Source: an optimization exercise on an open RTL-to-GDS flow (aim: small area, a short achievable clock period and few clock cycles per item). Production flows keep margins and buffers that such runs may drop.
The RTL was checked by simulation tests, not by an equivalence proof against the original design.
Power figures rest on the tool's default switching activity, not on a simulated workload.

==> flow/design.v <==
module canfc_tx (
    input  wire        clk,
    input  wire        rst,           
    input  wire        in_valid,
    output reg         in_ready,
    input  wire        in_mode,       
    input  wire [28:0] in_id,
    input  wire        in_ext,
    input  wire        in_rtr,
    input  wire [3:0]  in_len,
    input  wire [63:0] in_data,       
    input  wire        in_ts_valid,
    input  wire [31:0] in_ts,
    output reg         out_valid,
    input  wire        out_ready,
    output reg  [7:0]  out_byte
);
    localparam [3:0] S_IDLE  = 4'd0,    
                     S_TAG   = 4'd1,    
                     S_TSD   = 4'd2,    
                     S_COLON = 4'd3,
                     S_TSSP  = 4'd4,    
                     S_ID    = 4'd5,    
                     S_IDSP  = 4'd6,    
                     S_LEN   = 4'd7,    
                     S_SP    = 4'd8,    
                     S_R1    = 4'd9,
                     S_T     = 4'd10,
                     S_R2    = 4'd11,
                     S_HI    = 4'd12,   
                     S_LO    = 4'd13;   
    localparam integer K  = 3;                  
    localparam integer NS = 10;                 
    localparam [3:0]   CDONE = NS + 1;
    function [3:0] inc4(input [3:0] v);
        begin
            inc4[0] = ~v[0];
            inc4[1] = v[1] ^ v[0];
            inc4[2] = v[2] ^ (v[1] & v[0]);
            inc4[3] = v[3] ^ (v[2] & v[1] & v[0]);
        end
    endfunction
    function [3:0] dec4(input [3:0] v);
        begin
            dec4[0] = ~v[0];
            dec4[1] = v[1] ^ ~v[0];
            dec4[2] = v[2] ^ ~(v[1] | v[0]);
            dec4[3] = v[3] ^ ~(v[2] | v[1] | v[0]);
        end
    endfunction
    reg        m, ext, rtr;
    reg [3:0]  len;
    reg [28:0] id;
    reg [63:0] data;
    reg        ffree;       
    always @(posedge clk) begin
        if (ffree) begin
            m    <= in_mode;
            ext  <= in_ext;
            rtr  <= in_rtr;
            len  <= in_len;
            id   <= in_id;
            data <= in_data;
        end
    end
    wire wf = (len <= 4'd8) && (ext || id[28:11] == 18'd0);
    reg [3:0]  st;          
    reg [3:0]  idx;
    reg        dpend;       
    reg        dm;          
    reg        bcd_hold;    
    wire take = in_valid && in_ready;    
    wire adv  = !out_valid || out_ready;
    reg [38:0] bcd;         
    reg [3:0]  cs;
    reg [K-1:0] sr;         
    reg  [K-1:0] slice;     
    integer s;
    always @(*) begin
        slice = {K{1'b0}};
        for (s = 0; s < NS; s = s + 1)
            if (cs == s)
                slice = slice | in_ts[29 - K*s -: K];
    end
    function [3:0] lut2(input [1:0] v);
        lut2 = {1'b0, v == 2'd2, v[1] ^ v[0] ? 1'b1 : 1'b0, v == 2'd3};
    endfunction
    function [3:0] dbl(input [3:0] d);
        begin
            dbl[0] = (d[0] & d[2]) | (d[1] & ~d[2] & d[3]) | (d[2] & ~d[3]);
            dbl[1] = ~((~d[0] & ~d[1] & ~d[3]) | (d[1] & d[3]) | d[2]);
            dbl[2] = (d[0] & d[3]) | (d[1] & ~d[3]);
            dbl[3] = d[0] | (d[2] & d[3]);
        end
    endfunction
    reg [39:0] dd, dn;
    integer i, j;
    always @(*) begin
        dd = {1'b0, bcd};
        for (i = K - 1; i >= 0; i = i - 1) begin
            for (j = 0; j < 10; j = j + 1)
                dn[4*j +: 4] = dbl({(j == 0) ? sr[i] : dd[4*j - 1], dd[4*j +: 3]});
            dd = dn;
        end
    end
    wire cload = !bcd_hold && cs == 4'd0;
    wire cstep = cs != 4'd0 && cs != CDONE;
    always @(posedge clk) begin
        if (cload || cstep)
            sr <= slice;
        if (cload)
            bcd <= {35'd0, lut2(in_ts[31:30])};
        else if (cstep)
            bcd <= dd[38:0];
        if (rst || !in_valid || take)
            cs <= 4'd0;
        else if (cload || cstep)
            cs <= inc4(cs);
    end
    wire [9:1] nz;
    genvar gk;
    generate
        for (gk = 1; gk < 9; gk = gk + 1) begin : g_nz
            assign nz[gk] = |bcd[4*gk +: 4];
        end
    endgenerate
    assign nz[9] = |bcd[38:36];
    wire nz98 = nz[9] | nz[8];
    wire nz74 = nz[7] | nz[6] | nz[5] | nz[4];
    wire [3:0] ntop;
    assign ntop[3] = nz98;
    assign ntop[2] = !nz98 && nz74;
    assign ntop[1] = !nz98 && (nz[7] || nz[6] || (!(nz[5] || nz[4]) && (nz[3] || nz[2])));
    assign ntop[0] = nz[9] || (!nz[8] && (nz[7] || (!nz[6] && (nz[5] || (!nz[4] &&
                     (nz[3] || (!nz[2] && nz[1])))))));
    wire [3:0] nid = ext ? 4'd7 : 4'd2;      
    reg [3:0] bq, dig;
    always @(*) begin
        case (idx)
            4'd0: bq = bcd[3:0];
            4'd1: bq = bcd[7:4];
            4'd2: bq = bcd[11:8];
            4'd3: bq = bcd[15:12];
            4'd4: bq = bcd[19:16];
            4'd5: bq = bcd[23:20];
            4'd6: bq = bcd[27:24];
            4'd7: bq = bcd[31:28];
            4'd8: bq = bcd[35:32];
            default: bq = {1'b0, bcd[38:36]};
        endcase
        case (bq)
            4'b0010: dig = 4'd1;
            4'b0110: dig = 4'd2;
            4'b0001: dig = 4'd3;
            4'b0101: dig = 4'd4;
            4'b1000: dig = 4'd5;
            4'b1010: dig = 4'd6;
            4'b1110: dig = 4'd7;
            4'b1001: dig = 4'd8;
            4'b1101: dig = 4'd9;
            default: dig = 4'd0;
        endcase
    end
    reg [3:0] nib;
    always @(*) begin
        case (st)
            S_TSD:   nib = dig;
            S_ID:    nib = {3'd0, id} >> {idx[2:0], 2'b00};
            S_LEN:   nib = len;
            S_HI:    nib = data[{idx[2:0], 3'b100} +: 4];
            S_LO:    nib = data[{idx[2:0], 3'b000} +: 4];
            default: nib = 4'd0;
        endcase
    end
    reg [7:0] hexch;
    always @(*) begin
        case (nib)
            4'hA:    hexch = 8'h41;
            4'hB:    hexch = 8'h42;
            4'hC:    hexch = 8'h43;
            4'hD:    hexch = 8'h44;
            4'hE:    hexch = 8'h45;
            4'hF:    hexch = 8'h46;
            default: hexch = {4'h3, nib};
        endcase
    end
    reg [7:0] ch;
    always @(*) begin
        if (dpend)
            ch = dm ? 8'h0A : 8'h0D;
        else
            case (st)
                S_TAG:   ch = ext ? (rtr ? 8'h52 : 8'h54) : (rtr ? 8'h72 : 8'h74);
                S_COLON: ch = 8'h3A;
                S_TSSP,
                S_IDSP,
                S_SP:    ch = 8'h20;
                S_R1,
                S_R2:    ch = 8'h72;
                S_T:     ch = 8'h74;
                default: ch = hexch;
            endcase
    end
    reg [3:0] ns, ni;
    reg       last;         
    always @(*) begin
        ns = st; ni = idx; last = 1'b0;
        case (st)
            S_TAG: begin
                ns = S_ID;
                ni = nid;
            end
            S_TSD: begin
                if (idx == 4'd0) ns = S_COLON;
                else             ni = dec4(idx);
            end
            S_COLON: ns = S_TSSP;
            S_TSSP: begin
                ns = S_ID;
                ni = nid;
            end
            S_ID: begin
                if (idx == 4'd0) ns = m ? S_IDSP : S_LEN;
                else             ni = dec4(idx);
            end
            S_IDSP: ns = S_LEN;
            S_LEN: begin
                ni = 4'd0;
                if (!m) last = rtr || len == 4'd0;
                else    last = !rtr && len == 4'd0;
                ns = last ? S_IDLE : (!m ? S_HI : S_SP);
            end
            S_SP: ns = rtr ? S_R1 : S_HI;
            S_R1: ns = S_T;
            S_T:  ns = S_R2;
            S_R2: begin
                ns = S_IDLE; last = 1'b1;
            end
            S_HI: ns = S_LO;
            S_LO: begin
                if (inc4(idx) == len) begin
                    ns = S_IDLE; last = 1'b1;
                end else begin
                    ni = inc4(idx);
                    ns = m ? S_SP : S_HI;
                end
            end
            default: ns = S_IDLE;
        endcase
    end
    wire busy = (st != S_IDLE);
    wire kill = busy && !wf;           
    wire gen  = adv && !dpend && busy;
    always @(posedge clk) begin
        if (!busy)
            idx <= (in_mode && in_ts_valid) ? ntop : (in_ext ? 4'd7 : 4'd2);
        else if (gen)
            idx <= ni;
    end
    always @(posedge clk) begin
        if (rst) begin
            st        <= S_IDLE;
            dpend     <= 1'b0;
            bcd_hold  <= 1'b0;
            out_valid <= 1'b0;
        end else begin
            if (adv) begin
                out_byte  <= ch;
                out_valid <= dpend || (busy && wf);
                if (dpend)
                    dpend <= 1'b0;
            end
            if (take) begin
                bcd_hold <= in_mode && in_ts_valid;
                if (!in_mode)
                    st <= S_TAG;
                else if (in_ts_valid)
                    st <= S_TSD;
                else
                    st <= S_ID;
            end else if (gen) begin
                if (kill) begin
                    st       <= S_IDLE;
                    bcd_hold <= 1'b0;
                end else begin
                    st  <= ns;
                    if (last) begin
                        dpend <= 1'b1;
                        dm    <= m;
                    end
                    if (st == S_TSD && idx == 4'd0)
                        bcd_hold <= 1'b0;
                end
            end
        end
    end
    wire busy_n = take || (busy && !(gen && (kill || last)));
    wire conv_n = (cs == CDONE) || (cs == NS && !bcd_hold);
    always @(posedge clk) begin
        if (rst) begin
            in_ready <= 1'b0;
            ffree    <= 1'b1;
        end else begin
            in_ready <= in_valid && !busy_n && (!(in_mode && in_ts_valid) || conv_n);
            ffree    <= !busy_n;
        end
    end
endmodule
==> flow/config.mk <==
export PLATFORM = sky130hd
export DESIGN_NAME = canfc_tx
export DESIGN_NICKNAME = canfc_tx
export VERILOG_FILES = /design/flow/design.v
export SDC_FILE = /design/flow/constraint.sdc
export NUM_CORES = 4
export LEC_CHECK = 0
export CAP_MARGIN = 20
export CORE_MARGIN = 2
export CORE_UTILIZATION = 40
export SLEW_MARGIN = 20
==> flow/constraint.sdc <==
create_clock -name core_clock -period 40.0 [get_ports {clk}]
set_input_delay 8.0000 -clock core_clock [delete_from_list [all_inputs] [get_ports {clk}]]
set_output_delay 8.0000 -clock core_clock [all_outputs]
set_load 0.01 [all_outputs]
standard.sh (not shown) runs the stock make flow with config.mk's settings and CLKGATE_MAP_FILE= SYNTH_SCRIPT=/design/flow/synth_recipe.tcl, a recipe that flattens the netlist after the stock synthesis.
==> flow/flow/run.sh <==
#!/bin/bash
# Layout flow: the standard ORFS flow (standard.sh) with two changes.
#  1. Synthesis is synth_recipe.tcl unchanged except that Yosys's abc pass
#     runs flow/abc_area.script (an area-oriented mapping) in place of
#     ORFS's abc_speed.script. Registers are mapped before abc, so they are
#     the standard synthesis's registers. ADDER_MAP_FILE is left empty, so
#     adders are not mapped to the platform's half/full adder cells but left
#     to abc like the rest of the logic.
#  2. Each input port gets a buf_1 and each output port a buf_4, in place of
#     the delay buffers the default port buffering picks.
set -euo pipefail
HERE=$(pwd)
ABC_SCRIPT="$HERE/flow/abc_area.script"
{
  head -n 1 synth_recipe.tcl
  echo "proc abc {args} { set i [lsearch -exact \$args -script]; if {\$i >= 0} { lset args [expr {\$i + 1}] $ABC_SCRIPT }; yosys abc {*}\$args }"
  tail -n +2 synth_recipe.tcl
} > my_synth.tcl
sed "s#SYNTH_SCRIPT=[^ ]*#SYNTH_SCRIPT=$HERE/my_synth.tcl ADDER_MAP_FILE=#" standard.sh > my_standard.sh
grep -q "SYNTH_SCRIPT=$HERE/my_synth.tcl" my_standard.sh
export BUFFER_PORTS_ARGS="-inputs -buffer_cell sky130_fd_sc_hd__buf_1"
export CTS_ARGS="-sink_clustering_enable -repair_clock_nets -dont_use_dummy_load -buf_list sky130_fd_sc_hd__clkbuf_8"
export PRE_RESIZE_TCL="$HERE/flow/pre_resize.tcl"
bash my_standard.sh > "$HERE/standard.log" 2>&1
==> flow/flow/abc_area.script <==
strash
&get -n
&fraig -x
&put
scorr
dc2
strash
&get -n
&dch -f
&nf -R 1000
&put
==> flow/flow/pre_resize.tcl <==
# Buffer the output ports (the inputs were buffered before global placement).
buffer_ports -outputs -buffer_cell sky130_fd_sc_hd__buf_4
Testbench counts at the start, summed over its fixed seeds: cycles 25,116, frames 1,200.
==> next run, changes <==
--- a/flow/design.v
+++ b/flow/design.v
@@ -68,9 +68,10 @@
     reg [3:0]  idx;
     reg        dpend;       
     reg        dm;          
     reg        bcd_hold;    
-    wire take = in_valid && in_ready;    
+    reg  cok;
+    wire take = in_valid && ffree && cok;    
     wire adv  = !out_valid || out_ready;
     reg [38:0] bcd;         
     reg [3:0]  cs;
     reg [K-1:0] sr;         
@@ -247,20 +248,27 @@
             end
             default: ns = S_IDLE;
         endcase
     end
-    wire busy = (st != S_IDLE);
+    wire busy = !ffree;                
     wire kill = busy && !wf;           
     wire gen  = adv && !dpend && busy;
     always @(posedge clk) begin
-        if (!busy)
+        if (ffree) begin
+            if (!in_mode)
+                st <= S_TAG;
+            else if (in_ts_valid)
+                st <= S_TSD;
+            else
+                st <= S_ID;
             idx <= (in_mode && in_ts_valid) ? ntop : (in_ext ? 4'd7 : 4'd2);
-        else if (gen)
+        end else if (gen) begin
+            st  <= ns;
             idx <= ni;
+        end
     end
     always @(posedge clk) begin
         if (rst) begin
-            st        <= S_IDLE;
             dpend     <= 1'b0;
             bcd_hold  <= 1'b0;
             out_valid <= 1'b0;
         end else begin
@@ -271,20 +279,12 @@
                     dpend <= 1'b0;
             end
             if (take) begin
                 bcd_hold <= in_mode && in_ts_valid;
-                if (!in_mode)
-                    st <= S_TAG;
-                else if (in_ts_valid)
-                    st <= S_TSD;
-                else
-                    st <= S_ID;
             end else if (gen) begin
                 if (kill) begin
-                    st       <= S_IDLE;
                     bcd_hold <= 1'b0;
                 end else begin
-                    st  <= ns;
                     if (last) begin
                         dpend <= 1'b1;
                         dm    <= m;
                     end
@@ -299,10 +299,12 @@
     always @(posedge clk) begin
         if (rst) begin
             in_ready <= 1'b0;
             ffree    <= 1'b1;
+            cok      <= 1'b0;
         end else begin
             in_ready <= in_valid && !busy_n && (!(in_mode && in_ts_valid) || conv_n);
             ffree    <= !busy_n;
+            cok      <= in_valid && (!(in_mode && in_ts_valid) || conv_n);
         end
     end
 endmodule
Effect: Global-route usage came out higher by 0.51 points; non-clock buffer count shrinks by 2; power came out lower by about 12%; sequential cell count is higher by 1; via count rose by 0.33%; setup slack improves by 0.10 ns; die area is about the same.
Testbench counts after the change, summed over its fixed seeds: cycles 25,116, frames 1,200.

==> what the ideal ports hide <==
In the flow no input, the clock included, has a driving cell. The finished layouts below were timed again as built, in two steps.
Step 1, drivers: a clkbuf_16 drives clk and a buf_2 each remaining input, both assumed.
Step 2 also shifts input and output timing later by t, the mid clock arrival at the registers, as if the neighbouring blocks saw the same clock.
Three values: no drivers, after step 1, after step 2; two values: the first two.
run	t (ns)	setup WS [ns]	worst setup path at the end
the first run	0.495	30.911 / 30.898 / 30.402	input to register
the second run	0.484	31.014 / 30.971 / 30.732	input to register
After both steps setup and hold are still met in every run listed. The setup slack of the first run, which loses most, moves by -0.013 ns with the drivers and by -0.509 ns with both steps.
